Context: an optimization exercise on an open-source flow, tuned for small area, a short achievable clock period and few clock cycles per item. The choices shown serve that exercise and are no tape-out recipe. No run shown here included a check of the RTL's function; only the layout flow was run.

### design.v
module fxcore_div (
    input  wire [31:0] r,
    input  wire [1:0]  b,
    input  wire [31:0] d,
    input  wire [33:0] d3,
    output wire [31:0] r_nx,
    output wire [1:0]  q
);
    wire [33:0] sh = {r, b};
    wire [34:0] t1 = {1'b0, sh} - {3'b0, d};
    wire [34:0] t2 = {1'b0, sh} - {2'b0, d, 1'b0};
    wire [34:0] t3 = {1'b0, sh} - {1'b0, d3};
    assign q    = !t3[34] ? 2'd3 : !t2[34] ? 2'd2 : !t1[34] ? 2'd1 : 2'd0;
    assign r_nx = !t3[34] ? t3[31:0] : !t2[34] ? t2[31:0] : !t1[34] ? t1[31:0] : sh[31:0];
endmodule
module fxcore (
    input  wire        clk,
    input  wire        rst,
    input  wire        req,
    input  wire        we,
    input  wire [4:0]  addr,
    input  wire [31:0] wdata,
    output reg  [31:0] rdata,
    output wire        ack
);
    localparam [5:0] OP_FROMINT = 6'h01, OP_FADD   = 6'h02, OP_FSUB   = 6'h03,
                     OP_FMUL    = 6'h04, OP_FDIV   = 6'h05, OP_FROUND = 6'h06,
                     OP_FFLOOR  = 6'h07, OP_FCEIL  = 6'h08, OP_FFRAC  = 6'h09,
                     OP_FCLAMP  = 6'h0A, OP_FLERP  = 6'h0B, OP_FCMP   = 6'h0C,
                     OP_FSQRT   = 6'h0D, OP_ISQRT  = 6'h0E,
                     OP_RINT    = 6'h18, OP_RRANGE = 6'h19, OP_RBOOL  = 6'h1A,
                     OP_RFIX    = 6'h1B,
                     OP_VADD2   = 6'h20, OP_VADD3  = 6'h21, OP_VSUB2  = 6'h22,
                     OP_VSUB3   = 6'h23, OP_VSCALE2 = 6'h24, OP_VSCALE3 = 6'h25,
                     OP_VDIVS2  = 6'h26, OP_VDIVS3 = 6'h27, OP_VNEG2  = 6'h28,
                     OP_VNEG3   = 6'h29, OP_VDOT2  = 6'h2A, OP_VDOT3  = 6'h2B,
                     OP_VCROSS3 = 6'h2C, OP_VEQ2   = 6'h2D, OP_VEQ3   = 6'h2E,
                     OP_VLENSQ2 = 6'h30, OP_VLENSQ3 = 6'h31, OP_VLEN2 = 6'h32,
                     OP_VLEN3   = 6'h33, OP_VNORM2 = 6'h34, OP_VNORM3 = 6'h35,
                     OP_VDIST2  = 6'h36, OP_VDIST3 = 6'h37;
    localparam [4:0] A_CMD = 5'd16, A_STATUS = 5'd17, A_ERRCMD = 5'd18, A_SEED = 5'd19;
    localparam        DSTG  = 2;                  
    localparam [3:0]  CW24  = 24 / (2 * DSTG) - 1;  
    localparam [3:0]  CW48  = 48 / (2 * DSTG) - 1;  
    localparam [31:0] RNG_A = 32'd1664525;
    localparam [31:0] RNG_C = 32'd1013904223;
    localparam [3:0] S_IDLE = 4'd0, S_ERR = 4'd1, S_EX = 4'd2, S_QSET = 4'd3,
                     S_DIV = 4'd4, S_DFIX = 4'd5, S_SQS = 4'd6, S_NFIX = 4'd7,
                     S_WB0 = 4'd8, S_WB1 = 4'd9, S_COPY = 4'd10;
    function [8:0] op_class;
        input [5:0] op;
        begin
            case (op)
                OP_FROMINT, OP_FROUND, OP_FFLOOR, OP_FCEIL, OP_FFRAC,
                OP_FSQRT, OP_ISQRT, OP_RINT:
                    op_class = {1'b1, 2'd1, 2'd1, 2'd0, 2'd0};
                OP_FADD, OP_FSUB, OP_FMUL, OP_FDIV, OP_FCMP, OP_RRANGE:
                    op_class = {1'b1, 2'd1, 2'd1, 2'd1, 2'd0};
                OP_FCLAMP, OP_FLERP:
                    op_class = {1'b1, 2'd1, 2'd1, 2'd1, 2'd1};
                OP_RBOOL, OP_RFIX:
                    op_class = {1'b1, 2'd1, 2'd0, 2'd0, 2'd0};
                OP_VADD2, OP_VSUB2:
                    op_class = {1'b1, 2'd2, 2'd2, 2'd2, 2'd0};
                OP_VADD3, OP_VSUB3, OP_VCROSS3:
                    op_class = {1'b1, 2'd3, 2'd3, 2'd3, 2'd0};
                OP_VSCALE2, OP_VDIVS2:
                    op_class = {1'b1, 2'd2, 2'd2, 2'd1, 2'd0};
                OP_VSCALE3, OP_VDIVS3:
                    op_class = {1'b1, 2'd3, 2'd3, 2'd1, 2'd0};
                OP_VNEG2, OP_VNORM2:
                    op_class = {1'b1, 2'd2, 2'd2, 2'd0, 2'd0};
                OP_VNEG3, OP_VNORM3:
                    op_class = {1'b1, 2'd3, 2'd3, 2'd0, 2'd0};
                OP_VDOT2, OP_VEQ2, OP_VDIST2:
                    op_class = {1'b1, 2'd1, 2'd2, 2'd2, 2'd0};
                OP_VDOT3, OP_VEQ3, OP_VDIST3:
                    op_class = {1'b1, 2'd1, 2'd3, 2'd3, 2'd0};
                OP_VLENSQ2, OP_VLEN2:
                    op_class = {1'b1, 2'd1, 2'd2, 2'd0, 2'd0};
                OP_VLENSQ3, OP_VLEN3:
                    op_class = {1'b1, 2'd1, 2'd3, 2'd0, 2'd0};
                default:
                    op_class = 9'd0;
            endcase
        end
    endfunction
    function grp_ok;
        input [3:0] f;
        input [1:0] k;
        begin
            grp_ok = (k == 2'd0) || ({1'b0, f} + {3'd0, k} - 5'd1 <= 5'd15);
        end
    endfunction
    reg [31:0] R [0:15];
    reg [31:0] seed;
    reg        st_err, st_ovr;
    reg [3:0]  st_cause;
    reg [31:0] errcmd;
    reg [3:0]  state;
    reg [5:0]  op;
    reg [3:0]  rd, rs1, rs2, rs3;
    reg        n3;             
    reg [2:0]  st;             
    reg [1:0]  jn;             
    reg [2:0]  it;             
    reg [3:0]  cnt;            
    reg        flag;           
    reg        bsign;          
    reg        qsign;          
    reg        sqp;            
    reg [3:0]  ha, hb;         
    reg [31:0] OA, OB;         
    reg [31:0] T0, T1, ACC;
    reg [31:0] DR, D1;         
    reg [33:0] D3;             
    reg [47:0] DQ;             
    wire [5:0] c_op  = wdata[31:26];
    wire [3:0] c_rd  = wdata[25:22];
    wire [3:0] c_rs1 = wdata[21:18];
    wire [3:0] c_rs2 = wdata[17:14];
    wire [3:0] c_rs3 = wdata[13:10];
    wire [8:0] c_cls = op_class(c_op);
    wire [1:0] k_rd  = c_cls[7:6];
    wire [1:0] k_rs1 = c_cls[5:4];
    wire [1:0] k_rs2 = c_cls[3:2];
    wire [1:0] k_rs3 = c_cls[1:0];
    reg [3:0] c_cause;
    always @* begin
        if (!c_cls[8])
            c_cause = 4'd1;
        else if (wdata[9:0] != 10'd0)
            c_cause = 4'd2;
        else if ((k_rs1 == 2'd0 && c_rs1 != 4'd0) || (k_rs2 == 2'd0 && c_rs2 != 4'd0) ||
                 (k_rs3 == 2'd0 && c_rs3 != 4'd0))
            c_cause = 4'd3;
        else if (!grp_ok(c_rd, k_rd) || !grp_ok(c_rs1, k_rs1) || !grp_ok(c_rs2, k_rs2))
            c_cause = 4'd4;
        else
            c_cause = 4'd0;
    end
    wire c_n3 = (c_op == OP_VEQ3) || (c_op == OP_VCROSS3) ||
                (c_op != OP_VEQ2 && c_op[0]);
    wire idle = (state == S_IDLE);
    wire cmdw = req && we && (addr == A_CMD);
    wire c_b_rs1 = (c_op == OP_VNEG2) || (c_op == OP_VNEG3) ||
                   (c_op == OP_VLENSQ2) || (c_op == OP_VLENSQ3) ||
                   (c_op == OP_VLEN2) || (c_op == OP_VLEN3) ||
                   (c_op == OP_VNORM2) || (c_op == OP_VNORM3) ||
                   (c_op == OP_FLERP);
    wire c_a_rs2 = (c_op == OP_FLERP);
    wire c_rng   = (c_op == OP_RINT) || (c_op == OP_RRANGE) || (c_op == OP_RBOOL) || (c_op == OP_RFIX);
    wire c_dist  = (c_op == OP_VDIST2) || (c_op == OP_VDIST3);
    wire [3:0] pha = !idle ? ha : cmdw ? (c_a_rs2 ? c_rs2 : c_rs1) : addr[3:0];
    wire [3:0] phb = !idle ? hb : (c_b_rs1 ? c_rs1 : c_rs2);
    wire [31:0] PH = R[pha];
    wire [31:0] PB = R[phb];
    wire [31:0] PD = PH - PB;
    always @* begin
        if (!addr[4])
            rdata = PH;
        else case (addr)
            A_STATUS: rdata = {24'd0, st_cause, 2'b00, st_ovr, st_err};
            A_ERRCMD: rdata = errcmd;
            A_SEED:   rdata = seed;
            default:  rdata = 32'd0;
        endcase
    end
    reg [1:0] ax_sel;    
    reg [1:0] ay_sel;    
    reg       alu_sub, alu_cin;
    reg [2:0] madd;      
    reg [1:0] oa_sel;    
    reg [2:0] ob_sel;    
    reg       acc_ob;    
    reg [3:0] res_sel;
    reg       w_en;
    reg [1:0] w_ofs;
    reg       t0_en, t1_en, acc_en;
    wire [31:0] floor_v = {{16{OA[31]}}, OA[31:16]};
    wire [31:0] AX = (ax_sel == 2'd0) ? OA : (ax_sel == 2'd1) ? 32'd0 : floor_v;
    wire [31:0] AY = (ay_sel == 2'd0) ? OB : (ay_sel == 2'd1) ? 32'd0 :
                     (ay_sel == 2'd2) ? DQ[31:0] : DR;
    wire [31:0] alu = AX + (AY ^ {32{alu_sub}}) + {31'd0, alu_sub | alu_cin};
    wire        a_eq = (alu == 32'd0);                       
    wire        a_lt = (OA[31] ^ OB[31]) ? OA[31] : alu[31];  
    reg         mph;                       
    reg  [31:0] MT;                        
    wire        rngm = (madd == 3'd4);
    wire [16:0] m17  = mph ? {OB[31], OB[31:16]} : {1'b0, OB[15:0]};
    wire [47:0] ma1  = mph ? (rngm ? {32'd0, MT[31:16]} : {16'd0, MT}) :
                             (rngm ? {16'd0, RNG_C} : 48'd0);
    wire [47:0] ma2  = !mph ? 48'd0 : (madd == 3'd2) ? {16'd0, ACC} :
                       (madd == 3'd3) ? {16'd0, ~ACC} : 48'd0;
    wire [47:0] Z    = $signed(OA) * $signed(m17) + $signed(ma1) + $signed(ma2) +
                       $signed({47'd0, mph && madd == 3'd3});
    wire [31:0] mt_in = rngm ? Z[31:0] : Z[47:16];
    wire [31:0] mres  = Z[31:0];
    wire [31:0] seed_nx = {Z[15:0], MT[15:0]};
    wire [31:0]       drs [0:DSTG];
    wire [2*DSTG-1:0] dqs;
    assign drs[0] = DR;
    genvar gs;
    generate
        for (gs = 0; gs < DSTG; gs = gs + 1) begin : g_div
            fxcore_div u_s (.r(drs[gs]), .b(DQ[47-2*gs:46-2*gs]), .d(D1), .d3(D3),
                            .r_nx(drs[gs+1]), .q(dqs[2*DSTG-1-2*gs:2*DSTG-2-2*gs]));
        end
    endgenerate
    reg  [31:0] dv;
    reg         dv_hi, dv_load;
    wire [31:0] OA_abs = OA[31] ? (32'd0 - OA) : OA;
    wire [31:0] wdd = d_load ? d_in : D1;
    wire        f24 = (wdd[31:24] != 8'd0) || (dv[31:8] < wdd[23:0]);
    wire        f20 = (wdd[31:28] != 4'd0) || (dv[31:4] < wdd[27:0]);
    wire        f16 = (dv < wdd);
    wire        f8  = (dv[31:24] == 8'd0) && ({dv[23:0], 8'd0} < wdd);
    reg  [31:0] dr_ld;
    reg  [47:0] dq_ld;
    reg  [3:0]  wcnt;
    always @* begin
        if (!dv_hi) begin
            dr_ld = {24'd0, dv[31:24]}; dq_ld = {dv[23:0], 24'd0}; wcnt = 4'd5;
        end else if (f8) begin
            dr_ld = {dv[23:0], 8'd0};   dq_ld = 48'd0;              wcnt = 4'd1;
        end else if (f16) begin
            dr_ld = dv;                 dq_ld = 48'd0;              wcnt = 4'd3;
        end else if (f20) begin
            dr_ld = {4'd0, dv[31:4]};   dq_ld = {dv[3:0], 44'd0};   wcnt = 4'd4;
        end else if (f24) begin
            dr_ld = {8'd0, dv[31:8]};   dq_ld = {dv[7:0], 40'd0};   wcnt = 4'd5;
        end else begin
            dr_ld = 32'd0;              dq_ld = {dv, 16'd0};        wcnt = 4'd11;
        end
    end
    wire        is_isqrt = (op == OP_ISQRT);
    wire        x_small  = (ACC[31:16] == 16'd0);
    wire [31:0] g0 = (!is_isqrt && x_small) ? ACC : {1'b0, ACC[31:1]};
    wire [31:0] q0 = is_isqrt ? ((ACC == 32'd3) ? 32'd3 : 32'd2) :
                     x_small ? 32'h00010000 :
                     32'h00020000 |
                     ((ACC[0] && ACC == 32'h00010001) ? 32'd2 :
                      (ACC[0] && ACC <= 32'h00020001) ? 32'd1 : 32'd0);
    wire        sq_zero  = ACC[31] || (ACC == 32'd0) || (is_isqrt && ACC == 32'd1);
    wire [31:0] n_x = (state == S_SQS) ? g0 : D1;
    wire [31:0] n_y = (state == S_SQS) ? q0 : {8'd0, DQ[23:0]};
    wire [32:0] nsum = {1'b0, n_x} + {1'b0, n_y};
    wire [31:0] gnew = nsum[32:1];
    wire        conv = ({8'd0, DQ[23:0]} >= D1);          
    wire        keep_g = conv && !it[0];                   
    wire        n_last = conv || (it == 3'd7);
    wire [31:0] sq_fin = keep_g ? D1 : gnew;
    reg         d_load;
    wire [31:0] d_in  = (state == S_EX) ? alu : gnew;
    wire [33:0] d3_in = {2'b0, d_in} + {1'b0, d_in, 1'b0};
    localparam [3:0] R_ALU = 4'd0, R_FROMINT = 4'd1, R_FFRAC = 4'd2, R_CMP = 4'd3,
                     R_CLAMP1 = 4'd4, R_CLAMP2 = 4'd5, R_EQ = 4'd6, R_MUL = 4'd7,
                     R_RBOOL = 4'd8, R_RFIX = 4'd9, R_ZERO = 4'd10, R_OA = 4'd11,
                     R_OB = 4'd12, R_T0 = 4'd13, R_T1 = 4'd14, R_SQ = 4'd15;
    reg [31:0] res;
    always @* begin
        case (res_sel)
            R_ALU:     res = alu;
            R_FROMINT: res = {OA[15:0], 16'd0};
            R_FFRAC:   res = {16'd0, OA[15:0]};
            R_CMP:     res = a_lt ? 32'hFFFFFFFF : a_eq ? 32'd0 : 32'd1;
            R_CLAMP1:  res = a_lt ? OB : OA;
            R_CLAMP2:  res = flag ? T0 : (!a_lt && !a_eq) ? OB : OA;
            R_EQ:      res = {31'd0, flag && a_eq};
            R_MUL:     res = mres;
            R_RBOOL:   res = {31'd0, Z[0]};
            R_RFIX:    res = {16'd0, Z[15:0]};
            R_ZERO:    res = 32'd0;
            R_OA:      res = OA;
            R_OB:      res = OB;
            R_T0:      res = T0;
            R_T1:      res = T1;
            default:   res = sq_fin;
        endcase
    end
    wire op_vec_div = (op == OP_VDIVS2) || (op == OP_VDIVS3) ||
                      (op == OP_VNORM2) || (op == OP_VNORM3);
    wire op_rng_div = (op == OP_RINT) || (op == OP_RRANGE);
    wire [1:0] nlast = n3 ? 2'd2 : 2'd1;      
    wire oa_zero = (OA == 32'd0);
    wire ob_zero = (OB == 32'd0);
    reg [3:0] state_nx;
    reg [2:0] st_nx;
    reg [1:0] jn_nx;
    reg [3:0] ha_nx, hb_nx;
    reg       done;            
    reg       flag_nx;
    reg       mph_nx;
    reg       seed_en;
    reg       bsign_en, qsign_en;
    reg [2:0] it_nx;
    reg [3:0] cnt_nx;
    function [1:0] xa;
        input [2:0] s;
        case (s)
            3'd1: xa = 2'd2; 3'd2: xa = 2'd1; 3'd3: xa = 2'd0;
            3'd4: xa = 2'd2; 3'd5: xa = 2'd1; default: xa = 2'd0;
        endcase
    endfunction
    function [1:0] xb;
        input [2:0] s;
        case (s)
            3'd1: xb = 2'd1; 3'd2: xb = 2'd2; 3'd3: xb = 2'd2;
            3'd4: xb = 2'd0; 3'd5: xb = 2'd0; default: xb = 2'd1;
        endcase
    endfunction
    always @* begin
        state_nx = state;
        st_nx    = st;
        jn_nx    = jn;
        ha_nx    = ha;
        hb_nx    = hb;
        it_nx    = it;
        cnt_nx   = cnt;
        flag_nx  = flag;
        done     = 1'b0;
        ax_sel   = 2'd0;
        ay_sel   = 2'd0;
        alu_sub  = 1'b0;
        alu_cin  = 1'b0;
        madd     = 3'd0;
        oa_sel   = 2'd0;
        ob_sel   = 3'd0;
        acc_ob   = 1'b0;
        res_sel  = R_ALU;
        w_en     = 1'b0;
        w_ofs    = 2'd0;
        t0_en    = 1'b0;
        t1_en    = 1'b0;
        acc_en   = 1'b0;
        seed_en  = 1'b0;
        bsign_en = 1'b0;
        qsign_en = 1'b0;
        d_load   = 1'b0;
        dv_load  = 1'b0;
        dv       = ACC;
        dv_hi    = !is_isqrt;
        if (idle) begin
            oa_sel = c_rng ? 2'd2 : (c_dist || c_op == OP_FLERP) ? 2'd1 : 2'd0;
            ob_sel = c_rng ? 3'd2 : c_dist ? 3'd1 : 3'd0;
        end
        case (state)
            S_EX: begin
                st_nx = st + 3'd1;
                ha_nx = ha + 4'd1;
                hb_nx = hb + 4'd1;
                case (op)
                    OP_FROMINT: begin res_sel = R_FROMINT; w_en = 1'b1; done = 1'b1; end
                    OP_FFRAC:   begin res_sel = R_FFRAC;   w_en = 1'b1; done = 1'b1; end
                    OP_FFLOOR:  begin ax_sel = 2'd2; ay_sel = 2'd1; w_en = 1'b1; done = 1'b1; end
                    OP_FROUND:  begin ax_sel = 2'd2; ay_sel = 2'd1; alu_cin = OA[15];
                                      w_en = 1'b1; done = 1'b1; end
                    OP_FCEIL:   begin ax_sel = 2'd2; ay_sel = 2'd1; alu_cin = (OA[15:0] != 16'd0);
                                      w_en = 1'b1; done = 1'b1; end
                    OP_FADD:    begin w_en = 1'b1; done = 1'b1; end
                    OP_FSUB:    begin alu_sub = 1'b1; w_en = 1'b1; done = 1'b1; end
                    OP_FCMP:    begin alu_sub = 1'b1; res_sel = R_CMP; w_en = 1'b1; done = 1'b1; end
                    OP_FMUL:    begin res_sel = R_MUL; w_en = 1'b1; done = 1'b1; end
                    OP_FCLAMP: begin
                        alu_sub = 1'b1;
                        if (st == 3'd0) begin
                            res_sel = R_CLAMP1; t0_en = 1'b1; flag_nx = a_lt;
                        end else begin
                            res_sel = R_CLAMP2; w_en = 1'b1; done = 1'b1;
                        end
                    end
                    OP_FLERP: begin
                        if (st == 3'd0) begin
                            oa_sel = 2'd3;                     
                            acc_ob = 1'b1;                     
                        end else begin
                            madd = 3'd2; res_sel = R_MUL;
                            w_en = 1'b1; done = 1'b1;
                        end
                    end
                    OP_FDIV, OP_VDIVS2, OP_VDIVS3: begin
                        ax_sel = 2'd1; alu_sub = OB[31];
                        ha_nx = ha;
                        bsign_en = 1'b1;
                        if (ob_zero) begin
                            if (op == OP_FDIV) begin
                                res_sel = R_ZERO; w_en = 1'b1; done = 1'b1;
                            end else begin
                                jn_nx = 2'd0; ha_nx = ha + 4'd1; state_nx = S_COPY;
                            end
                        end else begin
                            d_load = 1'b1; jn_nx = 2'd0; state_nx = S_QSET;
                        end
                    end
                    OP_RBOOL, OP_RFIX: begin
                        madd = 3'd4; seed_en = 1'b1;
                        res_sel = (op == OP_RBOOL) ? R_RBOOL : R_RFIX;
                        w_en = 1'b1; done = 1'b1;
                    end
                    OP_RINT, OP_RRANGE: begin
                        ha_nx = rs1;
                        if (st == 3'd0) begin
                            madd = 3'd4; seed_en = 1'b1;       
                        end else if (op == OP_RINT) begin
                            ax_sel = 2'd1;                     
                            if (OB[31] || ob_zero) begin
                                res_sel = R_ZERO; w_en = 1'b1; done = 1'b1;
                            end else begin
                                d_load = 1'b1; state_nx = S_QSET;
                            end
                        end else begin
                            alu_sub = 1'b1;                    
                            if (a_lt || a_eq) begin
                                res_sel = R_OB; w_en = 1'b1; done = 1'b1;
                            end else begin
                                d_load = 1'b1; state_nx = S_QSET;
                            end
                        end
                    end
                    OP_VADD2, OP_VADD3, OP_VSUB2, OP_VSUB3, OP_VNEG2, OP_VNEG3,
                    OP_VSCALE2, OP_VSCALE3: begin
                        if (op == OP_VNEG2 || op == OP_VNEG3) ax_sel = 2'd1;
                        alu_sub = (op == OP_VSUB2) || (op == OP_VSUB3) ||
                                  (op == OP_VNEG2) || (op == OP_VNEG3);
                        if (op == OP_VSCALE2 || op == OP_VSCALE3) begin
                            res_sel = R_MUL; hb_nx = hb;
                        end
                        w_ofs = st[1:0];
                        if (st[1:0] == 2'd0) t0_en = 1'b1;
                        if (st[1:0] == 2'd1) t1_en = 1'b1;
                        if (st[1:0] == nlast) begin
                            t0_en = 1'b0; t1_en = 1'b0; w_en = 1'b1; state_nx = S_WB0;
                        end
                    end
                    OP_VEQ2, OP_VEQ3: begin
                        alu_sub = 1'b1; res_sel = R_EQ;
                        flag_nx = (st == 3'd0) ? a_eq : (flag && a_eq);
                        if (st == 3'd0) res_sel = R_EQ;
                        if (st[1:0] == nlast) begin
                            w_en = 1'b1; done = 1'b1;
                        end
                    end
                    OP_VDOT2, OP_VDOT3, OP_VLENSQ2, OP_VLENSQ3,
                    OP_VLEN2, OP_VLEN3, OP_VNORM2, OP_VNORM3: begin
                        madd = (st == 3'd0) ? 3'd0 : 3'd2;
                        acc_en = 1'b1; res_sel = R_MUL;
                        if (st[1:0] == nlast) begin
                            if (op == OP_VDOT2 || op == OP_VDOT3 ||
                                op == OP_VLENSQ2 || op == OP_VLENSQ3) begin
                                w_en = 1'b1; done = 1'b1;
                            end else begin
                                state_nx = S_SQS;
                                ha_nx = rs1; hb_nx = rs1;
                            end
                        end
                    end
                    OP_VDIST2, OP_VDIST3: begin
                        oa_sel = 2'd1; ob_sel = 3'd1;          
                        madd = (st == 3'd0) ? 3'd0 : 3'd2;
                        acc_en = 1'b1;
                        if (st[1:0] == nlast) state_nx = S_SQS;
                    end
                    OP_VCROSS3: begin
                        ha_nx = rs1 + {2'd0, xa(st + 3'd2)};
                        hb_nx = rs2 + {2'd0, xb(st + 3'd2)};
                        if (st != 3'd0) res_sel = R_MUL;
                        madd = (st == 3'd2 || st == 3'd4 || st == 3'd6) ? 3'd3 : 3'd0;
                        acc_en = (st == 3'd1 || st == 3'd3 || st == 3'd5);
                        t0_en = (st == 3'd2);
                        t1_en = (st == 3'd4);
                        if (st == 3'd6) begin
                            w_ofs = 2'd2; w_en = 1'b1; state_nx = S_WB0;
                        end
                    end
                    default: begin
                        done = 1'b1;
                    end
                endcase
            end
            S_QSET: begin
                if (op_rng_div) begin
                    dv_load = 1'b1; dv = {16'd0, seed[31:16]}; dv_hi = 1'b0;
                    cnt_nx = wcnt;
                end else begin
                    dv_load = 1'b1; dv = OA_abs; dv_hi = 1'b1; 
                    qsign_en = 1'b1; cnt_nx = wcnt;
                    if (op_vec_div) ha_nx = ha + 4'd1;
                end
                state_nx = S_DIV;
            end
            S_DIV: begin
                cnt_nx = cnt - 4'd1;
                if (cnt == 4'd0)
                    state_nx = sqp ? S_NFIX : S_DFIX;
            end
            S_DFIX: begin
                if (op_rng_div) begin
                    ay_sel = 2'd3;
                    if (op == OP_RINT) ax_sel = 2'd1;      
                    w_en = 1'b1; done = 1'b1;
                end else begin
                    ax_sel = 2'd1; ay_sel = 2'd2; alu_sub = qsign;
                    if (op == OP_FDIV) begin
                        w_en = 1'b1; done = 1'b1;
                    end else begin
                        w_ofs = jn;
                        if (jn == nlast) begin
                            w_en = 1'b1; state_nx = S_WB0;
                        end else begin
                            if (jn == 2'd0) t0_en = 1'b1; else t1_en = 1'b1;
                            jn_nx = jn + 2'd1;
                            dv_load = 1'b1; dv = OA_abs; dv_hi = 1'b1; 
                            qsign_en = 1'b1; cnt_nx = wcnt;
                            ha_nx = ha + 4'd1;
                            state_nx = S_DIV;
                        end
                    end
                end
            end
            S_SQS: begin
                it_nx = 3'd1;
                if (sq_zero) begin
                    if (op == OP_VNORM2 || op == OP_VNORM3) begin
                        jn_nx = 2'd0; ha_nx = ha + 4'd1; state_nx = S_COPY;
                    end else begin
                        res_sel = R_ZERO; w_en = 1'b1; done = 1'b1;
                    end
                end else begin
                    d_load = 1'b1;
                    dv_load = 1'b1; cnt_nx = wcnt;
                    state_nx = S_DIV;
                end
            end
            S_NFIX: begin
                it_nx = it + 3'd1;
                if (n_last) begin
                    if (!keep_g) d_load = 1'b1;
                    if (op == OP_VNORM2 || op == OP_VNORM3) begin
                        jn_nx = 2'd0; state_nx = S_QSET;
                    end else begin
                        res_sel = R_SQ; w_en = 1'b1; done = 1'b1;
                    end
                end else begin
                    d_load = 1'b1;
                    dv_load = 1'b1; cnt_nx = wcnt;
                    state_nx = S_DIV;
                end
            end
            S_COPY: begin
                res_sel = R_OA;
                ha_nx = ha + 4'd1;
                w_ofs = jn;
                jn_nx = jn + 2'd1;
                if (jn == 2'd0) t0_en = 1'b1;
                if (jn == 2'd1) t1_en = 1'b1;
                if (jn == nlast) begin
                    t0_en = 1'b0; t1_en = 1'b0; w_en = 1'b1; state_nx = S_WB0;
                end
            end
            S_WB0: begin
                res_sel = R_T0; w_en = 1'b1; w_ofs = 2'd0;
                if (n3) state_nx = S_WB1;
                else    done = 1'b1;
            end
            S_WB1: begin
                res_sel = R_T1; w_en = 1'b1; w_ofs = 2'd1; done = 1'b1;
            end
            S_ERR: begin
                done = 1'b1;
            end
            default: ;
        endcase
        mph_nx = 1'b0;
        if (state == S_EX && (res_sel == R_MUL || acc_en || seed_en) && !mph) begin
            mph_nx   = 1'b1;
            oa_sel   = 2'd3;
            ob_sel   = 3'd4;
            st_nx    = st;
            ha_nx    = ha;
            hb_nx    = hb;
            w_en     = 1'b0;
            done     = 1'b0;
            t0_en    = 1'b0;
            t1_en    = 1'b0;
            acc_en   = 1'b0;
            acc_ob   = 1'b0;
            seed_en  = 1'b0;
            d_load   = 1'b0;
            flag_nx  = flag;
            state_nx = state;
        end
        if (done) state_nx = S_IDLE;
    end
    assign ack = req && (idle ? !cmdw : done);
    wire        hw_en  = idle && req && we && !addr[4];
    wire        rf_en  = hw_en || (!idle && w_en);
    wire [3:0]  rf_sel = idle ? addr[3:0] : rd + {2'd0, w_ofs};
    wire [31:0] rf_d   = rst ? 32'd0 : idle ? wdata : res;
    genvar gi;
    generate
        for (gi = 0; gi < 16; gi = gi + 1) begin : g_rf
            always @(posedge clk)
                if (rst || (rf_en && rf_sel == gi)) R[gi] <= rf_d;
        end
    endgenerate
    always @(posedge clk) begin
        if (oa_sel != 2'd3)
            OA <= (oa_sel == 2'd0) ? PH : (oa_sel == 2'd1) ? PD : seed;
        if (ob_sel != 3'd4)
            OB <= (ob_sel == 3'd0) ? PB : (ob_sel == 3'd1) ? PD : (ob_sel == 3'd2) ? RNG_A : alu;
        MT  <= mt_in;
        mph <= mph_nx;
        if (t0_en) T0 <= res;
        if (t1_en) T1 <= res;
        if (idle) ACC <= PH;
        else if (acc_ob) ACC <= OB;
        else if (acc_en) ACC <= mres;
        if (d_load) begin
            D1 <= d_in;
            D3 <= d3_in;
        end
        if (bsign_en) bsign <= OB[31];
        if (qsign_en) qsign <= OA[31] ^ (bsign_en ? OB[31] : bsign);
        if (dv_load) begin
            DR <= dr_ld;
            DQ <= dq_ld;
        end else if (state == S_DIV) begin
            DR <= drs[DSTG];
            DQ <= {DQ[47-2*DSTG:0], dqs};
        end
        st   <= st_nx;
        jn   <= jn_nx;
        ha   <= ha_nx;
        hb   <= hb_nx;
        it   <= it_nx;
        cnt  <= cnt_nx;
        flag <= flag_nx;
        if (state == S_SQS) sqp <= 1'b1;
        if (state == S_NFIX && n_last) sqp <= 1'b0;
        if (rst) begin
            state    <= S_IDLE;
            seed     <= 32'd0;
            st_err   <= 1'b0;
            st_ovr   <= 1'b0;
            st_cause <= 4'd0;
            errcmd   <= 32'd0;
        end else begin
            state <= state_nx;
            if (seed_en) seed <= seed_nx;
            if (idle && req) begin
                if (cmdw) begin
                    if (c_cause != 4'd0) begin
                        if (!st_err) begin
                            st_err   <= 1'b1;
                            st_cause <= c_cause;
                            errcmd   <= wdata;
                        end else begin
                            st_ovr <= 1'b1;
                        end
                        state <= S_ERR;
                    end else begin
                        op    <= c_op;
                        rd    <= c_rd;
                        rs1   <= c_rs1;
                        rs2   <= c_rs2;
                        rs3   <= c_rs3;
                        n3    <= c_n3;
                        bsign <= 1'b0;
                        sqp   <= 1'b0;
                        st    <= 3'd0;
                        state <= (c_op == OP_FSQRT || c_op == OP_ISQRT) ? S_SQS : S_EX;
                        if (c_op == OP_FCLAMP) begin
                            ha <= c_rs1; hb <= c_rs3;
                        end else if (c_op == OP_FLERP) begin
                            ha <= c_rs3; hb <= c_rs3;
                        end else if (c_op == OP_RRANGE) begin
                            ha <= c_rs2; hb <= c_rs1;
                        end else if (c_op == OP_RINT) begin
                            ha <= c_rs1; hb <= c_rs1;
                        end else if (c_op == OP_VCROSS3) begin
                            ha <= c_rs1 + 4'd2; hb <= c_rs2 + 4'd1;
                        end else if (c_op == OP_FDIV || c_op == OP_VDIVS2 || c_op == OP_VDIVS3 ||
                                     c_op == OP_FSQRT || c_op == OP_ISQRT) begin
                            ha <= c_rs1; hb <= c_rs2;
                        end else if (c_b_rs1) begin
                            ha <= c_rs1 + 4'd1; hb <= c_rs1 + 4'd1;
                        end else if (c_op == OP_VSCALE2 || c_op == OP_VSCALE3) begin
                            ha <= c_rs1 + 4'd1; hb <= c_rs2;
                        end else begin
                            ha <= c_rs1 + 4'd1; hb <= c_rs2 + 4'd1;
                        end
                    end
                end else if (we && addr == A_STATUS) begin
                    if (wdata[0]) begin
                        st_err   <= 1'b0;
                        st_ovr   <= 1'b0;
                        st_cause <= 4'd0;
                        errcmd   <= 32'd0;
                    end
                end else if (we && addr == A_SEED) begin
                    seed <= wdata;
                end
            end
        end
    end
endmodule
### run.sh
#!/bin/bash
# synth_recipe.tcl (not shown) runs the flow's synth.tcl, then flattens the netlist and writes it again
# the make line also repeats each setting of config.mk as NAME=value (left out here)
make -C /OpenROAD-flow-scripts/flow DESIGN_CONFIG=/design/flow/config.mk WORK_HOME=/design/flow/orfs CLKGATE_MAP_FILE= SYNTH_SCRIPT=/design/flow/synth_recipe.tcl finish
### config.mk
export PLATFORM = sky130hd
export DESIGN_NAME = fxcore
export DESIGN_NICKNAME = fxcore
export VERILOG_FILES = /design/flow/design.v
export SDC_FILE = /design/flow/constraint.sdc
export NUM_CORES = 8
export LEC_CHECK = 0
export CAP_MARGIN = 20
export CORE_MARGIN = 2
export CORE_UTILIZATION = 40
export SETUP_SLACK_MARGIN = 5
export SLEW_MARGIN = 20
### constraint.sdc
create_clock -name core_clock -period 14.0 [get_ports {clk}]
set_input_delay 2.8000 -clock core_clock [delete_from_list [all_inputs] [get_ports {clk}]]
set_output_delay 2.8000 -clock core_clock [all_outputs]
set_load 0.01 [all_outputs]
==> flow_summary_export.csv, run 1 <==
group,metric,value,unit
route,routedWlPerCell,35.5,um
grt,grt_pass1_wl,672000,um
floorplan,die-height,486,um
route,post-route-drc-count,0,
grt,number_of_antenna_violations_at_the_first_check_in_global_routing,56,
route,final_wl,492000,um
clock_network,cts_tree,"done",
synthesis,synth.cells.most_frequent,"1234 x sky130_fd_sc_hd__nand2_1, 858 x sky130_fd_sc_hd__inv_1, 816 x sky130_fd_sc_hd__edfxtp_1, 700 x sky130_fd_sc_hd__nor2_1, 633 x sky130_fd_sc_hd__ha_1",
worst_setup_path,reg2reg_setup_slack,3.83,ns
clock_network,hold_buffers,0,
route,dr_total_vias,94500,
worst_setup_path,critPathRequiredTime,11.20,ns
worst_setup_path,crit_path_start,"OA[7]$_DFFE_PP_",
placed_design,gp_congestion,1.09,
timing,tightestPinTransition,1.33,ns
worst_setup_path,worst_setup_path_endpoint,"ack",
clock_network,clkTransAtPathRegs,0.06,ns
worst_setup_path,critical_path.endpoint_type,"output pin",
synthesis,post_synth_num_cell_types,100,
synthesis,synthFlopType,"sky130_fd_sc_hd__edfxtp_1",
synthesis,synth_enable_flop_cells,816,
status,run_status,"no timing/DRC/antenna violations",
route,drtIter0Drc,15200,
floorplan,floorplan.rows,176,
floorplan,floorplan.die_area,236000,um^2
synthesis,synth_cells,10300,
clock_network,cts-buffers-inserted,108,
worst_setup_path,critical_path.reg2reg.endpoint,"DR[4]$_DFFE_PP_",
final_layout,final_layout_size_suffix_gt1_frac,0.169,
timing,max_freq,97.7,MHz
placed_design,dp.final_hpwl,347000,um
floorplan,fp.dieW,486,um
final_layout,finalNetCount,12000,
timing,setup_slack,3.77,ns
worst_setup_path,critical_path_startpoint_category,"flop",
synthesis,synthDominantCellAreaShare,0.264,
placed_design,io_buffer_count,73,
timing,finalMaxSlewViolations,0,
worst_setup_path,r2r_start,"OA[7]$_DFFE_PP_",
synthesis,yosys.area.top_type,"sky130_fd_sc_hd__edfxtp_1",
clock_network,clock_tree.root_cell,"sky130_fd_sc_hd__clkbuf_16",
worst_setup_path,cp_data_arrival_time,7.43,ns
final_layout,layout-area-overhead-vs-synth,20.0,%
timing,skew,0.112,ns
synthesis,share_of_the_yosys_chip_area_belonging_to_registers,0.297,
worst_setup_path,critPathMaxFanout,5,
worst_hold_path,worst_hold_path_type,"flop to flop",
grt,grt_pass1_vias,88400,
timing,grt_setup_unrepaired,"yes",
floorplan,total_i_o_pin_count,74,
timing,final-hold-violation-count,0,
floorplan,coreArea,230000,um^2
worst_setup_path,criticalPathCategory,"flop to output pin",
synthesis,yosys_warnings,3,
synthesis,synth.ff_latch_count,967,
grt,largest_net_degree_at_the_start_of_global_routing,72,
route,firstDrtPassIters,10,
route,post_drt_via_cell_ratio,6.81,
clock_network,cts-root-to-sink-buffers,3,
synthesis,synth_async_sr_flop_share,0,
flow_run,cap_violations,0,
timing,min_period,10.23,ns
timing,max-slew-margin-rel,0.106,
synthesis,postSynthAreaPerCell,8.99,um^2
timing,fin_tns_setup,0,ns
worst_setup_path,ff2ff_path_depth,43,
synthesis,syn-cell-area,92700,um^2
clock_network,clock_latency,0.85,ns
synthesis,synth.area.top_cells,"sky130_fd_sc_hd__edfxtp_1 26%, sky130_fd_sc_hd__fa_1 13%, sky130_fd_sc_hd__ha_1 8.5%, sky130_fd_sc_hd__nand2_1 5.0%, sky130_fd_sc_hd__inv_1 3.5%",
timing,min_period_over_period,0.731,
clock_network,numClockSinks,967,
route,drtAntennaViolNets,0,
synthesis,synth_most_common_cell,"sky130_fd_sc_hd__nand2_1",
placed_design,dpl_worst_slack,1.69,ns
synthesis,synth_nets,11600,
clock_network,cts_htree_levels,3,
final_layout,fillCellCount,21600,
grt,grt_overflow,0,
floorplan,initial_core_util,0.403,
grt,grt.total_usage,0.397,
timing,setup_violations,0,
[state kept, by name, summed over array words and instances (netlist names), 6 cells and up]
name,count
ACC,32
D1,32
D3,34
DQ,48
DR,32
MT,32
OA,32
OB,32
R,512
T0,32
T1,32
errcmd,32
op,6
seed,32
[how the worst min path moves through the flow]
stage | startpoint | slack, ns | endpoint | depth (start not counted)
6_report | seed[14]$_SDFF_PP0_ | 0.51 | seed[14]$_SDFF_PP0_ | 2
4_1_cts | seed[3]$_SDFF_PP0_ | 0.50 | seed[3]$_SDFF_PP0_ | 2
3_5_place_dp | seed[3]$_SDFF_PP0_ | 0.49 | seed[3]$_SDFF_PP0_ | 2
5_1_grt | errcmd[23]$_SDFFE_PP0P_ | 0.53 | errcmd[23]$_SDFFE_PP0P_ | 2
3_3_place_gp | seed[14]$_SDFF_PP0_ | 0.48 | seed[14]$_SDFF_PP0_ | 2
2_1_floorplan | st_cause[1]$_SDFFE_PP0P_ | 0.46 | st_cause[1]$_SDFFE_PP0P_ | 2
[layer usage]
layer | vias to the layer above | wire length [um] | GRT usage | share of wire
met3 | 2052 | 77700 | 0.168 | 0.16
met5 | - | 707 | 0.00776 | 0.0014
met2 | 7874 | 189000 | 0.541 | 0.38
met1 | 46400 | 185000 | 0.520 | 0.38
met4 | 47 | 39400 | 0.233 | 0.080
li1 | 38100 | - | - | -
[area by class of cell]
| cell class | count | area [um^2] | area share |
|---|---|---|---|
| Clock inverter | 76 | 1090 | 0.00983 |
| Clock buffer | 130 | 2840 | 0.0255 |
| Tap cell | 3026 | 3790 | 0.0340 |
| Multi-Input combinational cell | 7909 | 64300 | 0.578 |
| Timing Repair Buffer | 876 | 8330 | 0.0749 |
| Sequential cell | 967 | 27500 | 0.247 |
| Antenna cell | 34 | 85.1 | 0.000764 |
| Inverter | 862 | 3300 | 0.0297 |
[what timing repair did]
item	4_1_cts	5_1_grt
pin swaps	203	159
endpoints found under the setup margin	1301	653
gates resized for setup	808	383
buffers inserted	264	124
gates cloned	21	16
[layout by cell type, fill, tap and decap left out, types with 211 or more instances in the layout]
cell                       netlist  final
sky130_fd_sc_hd__nand2_1      1234   1201
sky130_fd_sc_hd__inv_1         858    818
sky130_fd_sc_hd__edfxtp_1      816    816
sky130_fd_sc_hd__nor2_1        700    635
sky130_fd_sc_hd__buf_4           1    609
sky130_fd_sc_hd__ha_1          633    592
sky130_fd_sc_hd__fa_1          590    573
sky130_fd_sc_hd__a21oi_1       628    563
sky130_fd_sc_hd__o21ai_0       505    431
sky130_fd_sc_hd__a22oi_1       298    298
sky130_fd_sc_hd__xnor2_1       266    247
sky130_fd_sc_hd__nand3_1       226    211
[worst max-delay path, cell delays in order (launching register included)]
cell,delay [ns]
sky130_fd_sc_hd__edfxtp_1,0.48
sky130_fd_sc_hd__or4_4,0.60
sky130_fd_sc_hd__nor2_4,0.12
sky130_fd_sc_hd__nand3_2,0.11
sky130_fd_sc_hd__or4_4,0.56
sky130_fd_sc_hd__or2_4,0.29
sky130_fd_sc_hd__a21oi_4,0.16
sky130_fd_sc_hd__o31ai_4,0.13
sky130_fd_sc_hd__fa_2,0.45
sky130_fd_sc_hd__inv_2,0.07
sky130_fd_sc_hd__fa_2,0.21
sky130_fd_sc_hd__nor2b_2,0.05
sky130_fd_sc_hd__o21a_2,0.27
sky130_fd_sc_hd__o211a_4,0.29
sky130_fd_sc_hd__a21o_1,0.23
sky130_fd_sc_hd__o31a_1,0.35
sky130_fd_sc_hd__xor2_4,0.25
sky130_fd_sc_hd__or4_4,0.46
sky130_fd_sc_hd__nor4_4,0.29
sky130_fd_sc_hd__and4_4,0.33
sky130_fd_sc_hd__o21ai_4,0.09
sky130_fd_sc_hd__nand4_1,0.20
sky130_fd_sc_hd__o21ai_1,0.09
sky130_fd_sc_hd__a21oi_2,0.27
sky130_fd_sc_hd__o21a_1,0.15
sky130_fd_sc_hd__buf_2,0.12
[logic make-up (layout without fill, tap and decap cells)]
group | count (synthesis) | after routing | share of synthesized area
and+or+nand+nor | 3123 | 3131 | 0.156
other | 0 | 34 | 0
DFF | 967 | 967 | 0.297
muxes | 178 | 178 | 0.0197
adders and majority gates | 1224 | 1224 | 0.213
buffers and inverters | 1457 | 1944 | 0.0592
AOI/OAI and AO/OA | 2952 | 2956 | 0.216
xor gates and xnor gates | 420 | 420 | 0.0399
[stage by stage]
stage | util | instances | cell area (um^2) | hold WS [ns]
finish | 0.483 | 13900 | 111000 | 0.506
CTS | 0.470 | 13700 | 108000 | 0.502
global placement | 0.429 | 13200 | 98700 | 0.483
global route | 0.483 | 13800 | 111000 | 0.532
floorplan | - | 10300 | 93000 | 0.457
detailed placement | 0.429 | 13200 | 98800 | 0.492
==> inputs of run 2 (changes only) <==
--- a/design.v
+++ b/design.v
@@ -103,2 +103,3 @@
     reg        n3;             
+    reg        dw;             
     reg [2:0]  st;             
@@ -141,4 +142,10 @@
     end
-    wire c_n3 = (c_op == OP_VEQ3) || (c_op == OP_VCROSS3) ||
-                (c_op != OP_VEQ2 && c_op[0]);
+    wire [3:0] c_d1 = c_rd - c_rs1;
+    wire [3:0] c_d2 = c_rd - c_rs2;
+    wire c_vb = (c_op == OP_VADD3) || (c_op == OP_VSUB3);
+    wire c_dw = (c_op != OP_VCROSS3) &&
+                !(c_n3 && (c_d1 == 4'd2 || (c_vb && c_d2 == 4'd2) ||
+                           ((c_op == OP_VSCALE3) && c_d2 == 4'd0)));
+    wire c_n3 = c_op[5] && ((c_op == OP_VEQ3) || (c_op == OP_VCROSS3) ||
+                            (c_op != OP_VEQ2 && c_op[0]));
     wire idle = (state == S_IDLE);
@@ -153,3 +160,3 @@
     wire c_dist  = (c_op == OP_VDIST2) || (c_op == OP_VDIST3);
-    wire [3:0] pha = !idle ? ha : cmdw ? (c_a_rs2 ? c_rs2 : c_rs1) : addr[3:0];
+    wire [3:0] pha = !idle ? ha : (c_a_rs2 ? c_rs2 : c_rs1);
     wire [3:0] phb = !idle ? hb : (c_b_rs1 ? c_rs1 : c_rs2);
@@ -160,3 +167,3 @@
         if (!addr[4])
-            rdata = PH;
+            rdata = R[addr[3:0]];
         else case (addr)
@@ -212,7 +219,20 @@
     wire [31:0] OA_abs = OA[31] ? (32'd0 - OA) : OA;
+    function [5:0] bitlen;
+        input [31:0] v;
+        integer k;
+        begin
+            bitlen = 6'd0;
+            for (k = 0; k < 32; k = k + 1)
+                if (v[k]) bitlen = k + 1;
+        end
+    endfunction
+    reg  [5:0]  dv_bl;
     wire [31:0] wdd = d_load ? d_in : D1;
-    wire        f24 = (wdd[31:24] != 8'd0) || (dv[31:8] < wdd[23:0]);
-    wire        f20 = (wdd[31:28] != 4'd0) || (dv[31:4] < wdd[27:0]);
-    wire        f16 = (dv < wdd);
-    wire        f8  = (dv[31:24] == 8'd0) && ({dv[23:0], 8'd0} < wdd);
+    wire [5:0]  wd_bl = bitlen(wdd);
+    wire [5:0]  oa_bl = bitlen(OA ^ {32{OA[31]}}) + {5'd0, OA[31]};
+    wire [5:0]  ac_bl = bitlen(ACC);
+    wire        f24 = ({1'b0, dv_bl} <= {1'b0, wd_bl} + 7'd7);
+    wire        f20 = ({1'b0, dv_bl} <= {1'b0, wd_bl} + 7'd3);
+    wire        f16 = ({1'b0, dv_bl} + 7'd1 <= {1'b0, wd_bl});
+    wire        f8  = ({1'b0, dv_bl} + 7'd9 <= {1'b0, wd_bl});
     reg  [31:0] dr_ld;
@@ -341,2 +361,3 @@
         dv       = ACC;
+        dv_bl    = ac_bl;
         dv_hi    = !is_isqrt;
@@ -413,3 +434,3 @@
                             if (a_lt || a_eq) begin
-                                res_sel = R_OB; w_en = 1'b1; done = 1'b1;
+                                res_sel = R_OB; t0_en = 1'b1; state_nx = S_WB0;
                             end else begin
@@ -428,6 +449,11 @@
                         w_ofs = st[1:0];
-                        if (st[1:0] == 2'd0) t0_en = 1'b1;
-                        if (st[1:0] == 2'd1) t1_en = 1'b1;
-                        if (st[1:0] == nlast) begin
-                            t0_en = 1'b0; t1_en = 1'b0; w_en = 1'b1; state_nx = S_WB0;
+                        if (dw) begin
+                            w_en = 1'b1;
+                            if (st[1:0] == nlast) done = 1'b1;
+                        end else begin
+                            if (st[1:0] == 2'd0) t0_en = 1'b1;
+                            if (st[1:0] == 2'd1) t1_en = 1'b1;
+                            if (st[1:0] == nlast) begin
+                                t0_en = 1'b0; t1_en = 1'b0; w_en = 1'b1; state_nx = S_WB0;
+                            end
                         end
@@ -484,3 +510,3 @@
                 end else begin
-                    dv_load = 1'b1; dv = OA_abs; dv_hi = 1'b1; 
+                    dv_load = 1'b1; dv = OA_abs; dv_bl = oa_bl; dv_hi = 1'b1; 
                     qsign_en = 1'b1; cnt_nx = wcnt;
@@ -507,7 +533,9 @@
                         if (jn == nlast) begin
-                            w_en = 1'b1; state_nx = S_WB0;
+                            w_en = 1'b1;
+                            if (dw) done = 1'b1; else state_nx = S_WB0;
                         end else begin
-                            if (jn == 2'd0) t0_en = 1'b1; else t1_en = 1'b1;
+                            if (dw) w_en = 1'b1;
+                            else if (jn == 2'd0) t0_en = 1'b1; else t1_en = 1'b1;
                             jn_nx = jn + 2'd1;
-                            dv_load = 1'b1; dv = OA_abs; dv_hi = 1'b1; 
+                            dv_load = 1'b1; dv = OA_abs; dv_bl = oa_bl; dv_hi = 1'b1; 
                             qsign_en = 1'b1; cnt_nx = wcnt;
@@ -553,6 +581,11 @@
                 jn_nx = jn + 2'd1;
-                if (jn == 2'd0) t0_en = 1'b1;
-                if (jn == 2'd1) t1_en = 1'b1;
-                if (jn == nlast) begin
-                    t0_en = 1'b0; t1_en = 1'b0; w_en = 1'b1; state_nx = S_WB0;
+                if (dw) begin
+                    w_en = 1'b1;
+                    if (jn == nlast) done = 1'b1;
+                end else begin
+                    if (jn == 2'd0) t0_en = 1'b1;
+                    if (jn == 2'd1) t1_en = 1'b1;
+                    if (jn == nlast) begin
+                        t0_en = 1'b0; t1_en = 1'b0; w_en = 1'b1; state_nx = S_WB0;
+                    end
                 end
@@ -667,2 +700,3 @@
                         n3    <= c_n3;
+                        dw    <= c_dw;
                         bsign <= 1'b0;
==> run 2 against run 1 <==
Still clean; sequential cell count grew 1; clock skew shrank 0.024 ns; sequential share of layout area shrank 0.52 points.
==> flow_summary_export.csv, run 2 <==
group,metric,value,unit
status,run_status,"no timing/DRC/antenna violations",
final_layout,most-common-layout-cells,"1115 x sky130_fd_sc_hd__nand2_1, 817 x sky130_fd_sc_hd__edfxtp_1, 789 x sky130_fd_sc_hd__inv_1, 787 x sky130_fd_sc_hd__nor2_1, 651 x sky130_fd_sc_hd__buf_4",
timing,min_period,10.49,ns
route,drtAntennaViolNets,0,
worst_setup_path,r2r_start,"OA[12]$_DFFE_PP_",
final_layout,final_layout_size_suffix_gt1_frac,0.168,
placed_design,gp_congestion,1.04,
timing,fin_tns_setup,0,ns
grt,grt_overflow,0,
synthesis,share_of_the_yosys_chip_area_belonging_to_registers,0.292,
grt,number_of_antenna_violations_at_the_first_check_in_global_routing,51,
timing,setup_violations,0,
clock_network,hold_buffers,0,
grt,grt_pass1_vias,93000,
worst_setup_path,cp_data_arrival_time,11.04,ns
worst_setup_path,cp.depth,42,
worst_setup_path,critPathTopFamily,"simple AND/OR/NAND/NOR gates",
floorplan,total_i_o_pin_count,74,
floorplan,initial_core_util,0.402,
worst_setup_path,crit_path_max_incr_delay,0.59,ns
worst_setup_path,critPathMaxFanout,7,
floorplan,fp.dieW,490,um
worst_hold_path,timing.hold.worst.start,"bsign$_DFF_P_",
timing,final.hold.worst_slack,0.493,ns
floorplan,die-height,490,um
synthesis,synth_async_sr_flop_share,0,
synthesis,synth_enable_flop_cells,817,
final_layout,fillCellCount,22100,
timing,setup_slack,3.51,ns
synthesis,synth.ff_latch_count,968,
route,met2RoutedLength,208000,um
worst_setup_path,critical_path.endpoint_type,"flop",
worst_setup_path,criticalPathCategory,"flop to flop",
synthesis,synth.cells.most_frequent,"1154 x sky130_fd_sc_hd__nand2_1, 859 x sky130_fd_sc_hd__nor2_1, 817 x sky130_fd_sc_hd__edfxtp_1, 811 x sky130_fd_sc_hd__inv_1, 699 x sky130_fd_sc_hd__a21oi_1",
synthesis,yosys_warnings,3,
timing,final-hold-violation-count,0,
worst_setup_path,crit_path_start,"OA[12]$_DFFE_PP_",
synthesis,postSynthAreaPerCell,8.85,um^2
timing,max-slew-margin-rel,0.0695,
route,firstDrtPassIters,8,
final_layout,register_ranked_first_by_flip_flop_count,"R",
final_layout,top_regs,"R: 512 flops, DQ: 48 flops, D3: 34 flops",
synthesis,synthFlopType,"sky130_fd_sc_hd__edfxtp_1",
timing,skew,0.0881,ns
final_layout,final_common_cell,"sky130_fd_sc_hd__nand2_1",
flow_run,cap_violations,0,
floorplan,floorplan.die_area,240000,um^2
final_layout,layout-area-overhead-vs-synth,20.5,%
clock_network,clkTransAtPathRegs,0.06,ns
clock_network,clock_latency,0.84,ns
worst_setup_path,critical_path_startpoint_category,"flop",
grt,grt.total_usage,0.419,
synthesis,synth_most_common_cell,"sky130_fd_sc_hd__nand2_1",
route,wl_met3,83900,um
timing,min_period_over_period,0.750,
placed_design,dpl_worst_slack,1.61,ns
final_layout,largest_reg_flops,512,
timing,grt_setup_unrepaired,"yes",
grt,grt_pass1_wl,720000,um
clock_network,cts_tree,"done",
route,final_wl,527000,um
floorplan,floorplan.rows,178,
synthesis,synthDominantCellAreaShare,0.260,
worst_hold_path,holdPathStages,2,
clock_network,cts_htree_levels,3,
route,post_drt_via_cell_ratio,6.86,
placed_design,dp.final_hpwl,373000,um
floorplan,coreArea,235000,um^2
final_layout,finalNetCount,12300,
route,dr_total_vias,98500,
synthesis,syn-cell-area,94500,um^2
grt,largest_net_degree_at_the_start_of_global_routing,67,
synthesis,synth.area.top_cells,"sky130_fd_sc_hd__edfxtp_1 26%, sky130_fd_sc_hd__fa_1 12%, sky130_fd_sc_hd__ha_1 7.4%, sky130_fd_sc_hd__nand2_1 4.6%, sky130_fd_sc_hd__a22oi_1 4.5%",
synthesis,post_synth_num_cell_types,112,
worst_setup_path,critPathRequiredTime,14.55,ns
timing,finalMaxSlewViolations,0,
final_layout,sequential_cell_area,27600,um^2
route,post-route-drc-count,0,
route,top_layer_used,"met5",
clock_network,cts-buffers-inserted,112,
synthesis,synth_cells,10700,
worst_setup_path,slowest_cp_cell,"sky130_fd_sc_hd__edfxtp_1",
worst_hold_path,worst_hold_path_type,"flop to flop",
route,route.layer.met1.wl,199000,um
synthesis,synth_nets,11900,
synthesis,yosys.area.top_type,"sky130_fd_sc_hd__edfxtp_1",
worst_setup_path,ff2ff_path_depth,42,
clock_network,clock_tree.root_cell,"sky130_fd_sc_hd__clkbuf_16",
timing,max_freq,95.3,MHz
clock_network,cts-root-to-sink-buffers,3,
route,routedWlPerCell,36.8,um
placed_design,io_buffer_count,73,
timing,tightestPinTransition,1.40,ns
final_layout,multiInputGateArea,66400,um^2
route,drtIter0Drc,17200,
worst_setup_path,path_buf_inv,5,
clock_network,numClockSinks,968,
[run 2: cell types whose count changed after synthesis, sizes merged, moves of 40 or more]
| cell | before | now |
|---|---|---|
| nor2 | 700 | 860 |
| inv | 859 | 814 |
| ha | 633 | 557 |
| o22ai | 110 | 68 |
| a22oi | 298 | 573 |
| a21o | 213 | 132 |
| a21oi | 629 | 702 |
| nand2 | 1234 | 1154 |
| clkbuf | 527 | 591 |
| nor3 | 133 | 200 |
| a22o | 164 | 124 |
[run 2: cells by family after synthesis]
kind of cell             count (synthesis)  share of synthesized area
AO/OA/AOI/OAI                         3180                      0.229
XOR/XNOR                               421                     0.0391
adder cells (fa/ha/maj)               1147                      0.199
buffers and inverters                 1493                     0.0597
flip-flops                             968                      0.292
multiplexers                           199                     0.0218
AND/OR/NAND/NOR                       3277                      0.160
[run 2: per-layer routing]
layer,vias to the layer above,global-route usage
met1,48700,0.555
met4,56,0.223
met2,8093,0.575
met5,-,0
li1,39800,-
met3,1906,0.176
[run 2: final cells by class]
type	instances	share of cell area
multi-input combinational	8229	0.583
sequential	968	0.242
timing repair buffer	939	0.0788
tap	3150	0.0346
inverter	816	0.0273
clock buffer	140	0.0261
clock inverter	71	0.00706
antenna	29	0.000637
timing repair inverter	2	0.000110
[run 2: tightest hold or removal path, cell delays in order, from the launching register on]
cell,delay (ns)
sky130_fd_sc_hd__dfxtp_1,0.31
sky130_fd_sc_hd__a21oi_1,0.08
sky130_fd_sc_hd__nor2_1,0.07
[run 2: repair_timing]
action,in CTS,in global routing
setup buffers,261,171
gates cloned,13,14
setup endpoints to repair,1464,1160
pin swaps,246,268
resized for setup,656,430
[run 2: final timing paths]
kind	endpoint	slack, ns
worst min register to register	bsign$_DFF_P_	0.49
worst min-delay path	bsign$_DFF_P_	0.49
worst max register to register	DR[15]$_DFFE_PP_	3.51
worst max-delay path	DR[15]$_DFFE_PP_	3.51
[run 2: metrics by stage]
| step | util | instances | instance area (um^2) |
|---|---|---|---|
| finish | 0.484 | 14300 | 114000 |
| global route | 0.484 | 14300 | 114000 |
| CTS | 0.468 | 14100 | 110000 |
| detailed placement | 0.430 | 13600 | 101000 |
| global placement | 0.429 | 13600 | 101000 |
| floorplan | - | 10700 | 95100 |
==> inputs of run 3 (changes only) <==
--- a/design.v
+++ b/design.v
@@ -160,3 +160,3 @@
     wire c_dist  = (c_op == OP_VDIST2) || (c_op == OP_VDIST3);
-    wire [3:0] pha = !idle ? ha : (c_a_rs2 ? c_rs2 : c_rs1);
+    wire [3:0] pha = !idle ? ha : we ? (c_a_rs2 ? c_rs2 : c_rs1) : addr[3:0];
     wire [3:0] phb = !idle ? hb : (c_b_rs1 ? c_rs1 : c_rs2);
@@ -167,3 +167,3 @@
         if (!addr[4])
-            rdata = R[addr[3:0]];
+            rdata = PH;
         else case (addr)
@@ -313,2 +313,12 @@
     reg       mph_nx;
+    wire      mstep = (op == OP_FMUL) || (op == OP_FLERP && st != 3'd0) ||
+                      (op == OP_VSCALE2) || (op == OP_VSCALE3) ||
+                      (op == OP_VDOT2) || (op == OP_VDOT3) ||
+                      (op == OP_VLENSQ2) || (op == OP_VLENSQ3) ||
+                      (op == OP_VLEN2) || (op == OP_VLEN3) ||
+                      (op == OP_VNORM2) || (op == OP_VNORM3) ||
+                      (op == OP_VDIST2) || (op == OP_VDIST3) ||
+                      (op == OP_VCROSS3 && st != 3'd0) ||
+                      ((op == OP_RBOOL || op == OP_RFIX || op == OP_RINT || op == OP_RRANGE) &&
+                       st == 3'd0);
     reg       seed_en;
@@ -606,3 +616,3 @@
         mph_nx = 1'b0;
-        if (state == S_EX && (res_sel == R_MUL || acc_en || seed_en) && !mph) begin
+        if (state == S_EX && mstep && !mph) begin
             mph_nx   = 1'b1;
==> run 3 against run 2 <==
Worst hold slack better by 0.022 ns; cell count shrank 1.8%; clock skew up 0.039 ns; fmax is 0.36% lower; core utilization shrank 0.22 points; first-iteration DRC count down 6.5%.
==> flow_summary_export.csv, run 3 <==
group,metric,value,unit
clock_network,cts_htree_levels,3,
timing,finalMaxSlewViolations,0,
worst_setup_path,critical_path_startpoint_category,"flop",
clock_network,numClockSinks,968,
synthesis,post_synth_num_cell_types,125,
worst_setup_path,slowest_cp_cell,"sky130_fd_sc_hd__or4bb_4",
flow_run,cap_violations,0,
clock_network,cts_tree,"done",
synthesis,postSynthAreaPerCell,8.89,um^2
synthesis,synth.area.top_cells,"sky130_fd_sc_hd__edfxtp_1 26%, sky130_fd_sc_hd__fa_1 13%, sky130_fd_sc_hd__ha_1 7.4%, sky130_fd_sc_hd__nand2_1 5.2%, sky130_fd_sc_hd__a21oi_1 3.8%",
timing,max_freq,94.9,MHz
timing,min_period,10.53,ns
worst_setup_path,cp_data_arrival_time,11.10,ns
grt,grt_overflow,0,
final_layout,register_ranked_first_by_flip_flop_count,"R",
synthesis,yosys_warnings,3,
timing,tightestPinTransition,1.32,ns
final_layout,most-common-layout-cells,"1252 x sky130_fd_sc_hd__nand2_1, 817 x sky130_fd_sc_hd__edfxtp_1, 803 x sky130_fd_sc_hd__inv_1, 692 x sky130_fd_sc_hd__buf_4, 673 x sky130_fd_sc_hd__nor2_1",
final_layout,layout-area-overhead-vs-synth,19.9,%
status,run_status,"no timing/DRC/antenna violations",
worst_setup_path,crit_path_max_incr_delay,0.59,ns
timing,fin_tns_setup,0,ns
route,drtIter0Drc,16100,
floorplan,fp.dieW,487,um
grt,grt.total_usage,0.402,
synthesis,synthDominantCellAreaShare,0.263,
floorplan,initial_core_util,0.402,
floorplan,die-height,487,um
timing,skew,0.127,ns
placed_design,dp.final_hpwl,356000,um
placed_design,gp_congestion,1.08,
synthesis,synth.ff_latch_count,968,
timing,setup_violations,0,
timing,final-hold-violation-count,0,
final_layout,finish.cell_count_without_fillers,14100,
synthesis,synth_nets,11700,
grt,grt_pass1_vias,89900,
clock_network,cts-root-to-sink-buffers,3,
synthesis,synthFlopType,"sky130_fd_sc_hd__edfxtp_1",
worst_setup_path,critical-path-top-cell-by-count,"sky130_fd_sc_hd__nor4_4",
clock_network,hold_buffers,0,
placed_design,io_buffer_count,73,
route,routedWlPerCell,35.4,um
synthesis,yosys.area.top_type,"sky130_fd_sc_hd__edfxtp_1",
worst_setup_path,critPathRequiredTime,14.56,ns
clock_network,clock_tree.root_cell,"sky130_fd_sc_hd__clkbuf_16",
timing,grt_setup_unrepaired,"yes",
timing,min_period_over_period,0.752,
worst_setup_path,critPathMaxFanout,7,
final_layout,top_regs,"R: 512 flops, DQ: 48 flops, D3: 34 flops",
worst_setup_path,critPathTopFamily,"simple AND/OR/NAND/NOR gates",
synthesis,synth.cells.most_frequent,"1300 x sky130_fd_sc_hd__nand2_1, 834 x sky130_fd_sc_hd__inv_1, 817 x sky130_fd_sc_hd__edfxtp_1, 731 x sky130_fd_sc_hd__nor2_1, 704 x sky130_fd_sc_hd__a21oi_1",
route,post_drt_via_cell_ratio,6.76,
timing,max-slew-margin-rel,0.115,
grt,largest_net_degree_at_the_start_of_global_routing,106,
final_layout,layout.core_utilization,0.482,
worst_hold_path,worst_hold_path_type,"flop to flop",
synthesis,synth_cells,10500,
route,firstDrtPassIters,10,
clock_network,clock_latency,0.87,ns
grt,grt_pass1_wl,681000,um
worst_setup_path,critical_path.endpoint_type,"flop",
synthesis,share_of_the_yosys_chip_area_belonging_to_registers,0.295,
floorplan,coreArea,232000,um^2
synthesis,synth_async_sr_flop_share,0,
worst_setup_path,criticalPathCategory,"flop to flop",
floorplan,total_i_o_pin_count,74,
worst_setup_path,path_buf_inv,6,
route,post-route-drc-count,0,
synthesis,synth_most_common_cell,"sky130_fd_sc_hd__nand2_1",
synthesis,synth_enable_flop_cells,817,
final_layout,largest_reg_flops,512,
placed_design,dp.cells,13400,
grt,number_of_antenna_violations_at_the_first_check_in_global_routing,45,
final_layout,final_common_cell,"sky130_fd_sc_hd__nand2_1",
floorplan,floorplan.rows,177,
route,final_wl,499000,um
route,drtAntennaViolNets,0,
final_layout,finalNetCount,12100,
route,dr_total_vias,95300,
floorplan,floorplan.die_area,237000,um^2
clock_network,clkTransAtPathRegs,0.06,ns
final_layout,final_layout_size_suffix_gt1_frac,0.173,
clock_network,cts-buffers-inserted,110,
synthesis,syn-cell-area,93400,um^2
[run 3: layer usage]
metal | wire (um) | vias up | GRT usage
met5 | 862 | - | 0.0200
met4 | 37000 | 32 | 0.233
met3 | 79100 | 1830 | 0.159
met2 | 195000 | 7980 | 0.553
met1 | 186000 | 46700 | 0.529
li1 | - | 38700 | -
[run 3: path summary, 6_finish.rpt]
kind                            slack [ns]                      end  depth (start not counted)                    start
worst max-delay path                  3.47         DR[10]$_DFFE_PP_                         45          OA[4]$_DFFE_PP_
worst min register to register        0.52  errcmd[28]$_SDFFE_PP0P_                          2  errcmd[28]$_SDFFE_PP0P_
worst min-delay path                  0.52  errcmd[28]$_SDFFE_PP0P_                          2  errcmd[28]$_SDFFE_PP0P_
worst max register to register        3.47         DR[10]$_DFFE_PP_                         45          OA[4]$_DFFE_PP_
[run 3: cells by family after synthesis]
| group | count (synthesis) | share of synthesized area |
|---|---|---|
| AO/OA/AOI/OAI | 2993 | 0.215 |
| XOR/XNOR | 427 | 0.0401 |
| adder cells (fa/ha/maj) | 1145 | 0.201 |
| buffers and inverters | 1486 | 0.0609 |
| flip-flops | 968 | 0.295 |
| multiplexers | 228 | 0.0252 |
| AND/OR/NAND/NOR | 3263 | 0.162 |
[run 3: cell type report]
type	instances	area, um^2
fill	21700	120000
multi-input combinational	8063	64600
sequential	968	27600
timing repair buffer	944	8690
tap	3043	3810
inverter	840	3220
clock buffer	135	2910
clock inverter	73	1140
antenna	21	52.6
timing repair inverter	1	8.76
[run 3: stage by stage]
| step | hold WS [ns] | setup slack (ns) | cell area [um^2] |
|---|---|---|---|
| 3_5_place_dp | 0.499 | 1.36 | 99600 |
| 6_report | 0.516 | 3.47 | 112000 |
| 3_3_place_gp | 0.485 | 1.46 | 99500 |
| 2_1_floorplan | 0.432 | 4.85 | 93700 |
| 5_1_grt | 0.526 | 3.25 | 112000 |
| 4_1_cts | 0.508 | 3.73 | 109000 |
[run 3: what timing repair did]
action,CTS,global route
endpoints found under the setup margin,816,679
pin swaps,158,270
resized for setup,667,469
buffers inserted,269,152
cloned,15,12
[run 3: tightest hold or removal path: stages (launching register included)]
cell and delay (ns):
sky130_fd_sc_hd__dfxtp_1 0.33, sky130_fd_sc_hd__a22oi_1 0.08, sky130_fd_sc_hd__nor2_1 0.08

==> separate check: timing with driven ports <==
No port has a modelled driver above. Below, the same layouts with a new extraction and two added sets of constraints.
Step 1 assumes that a clkbuf_16 drives the clock port and a buf_2 every other input.
Step 2, shift: input delay + t, output delay - t, t = (earliest + latest rising clock arrival at the registers) / 2. This alone moves slack from input paths to output paths.
Three values: ideal ports, drivers, drivers and shift; two values: the first two.
run | shift t [ns] | setup slack, ns | worst register clock-pin slew, ns
run 1 | 0.885 | 3.767 / 3.675 / 3.827 | 0.07 / 0.07
run 2 | 0.879 | 3.506 / 3.490 / 3.506 | 0.08 / 0.08
run 3 | 0.901 | 3.468 / 3.468 / 3.468 | 0.07 / 0.07
After both steps setup and hold are still met in every run listed.
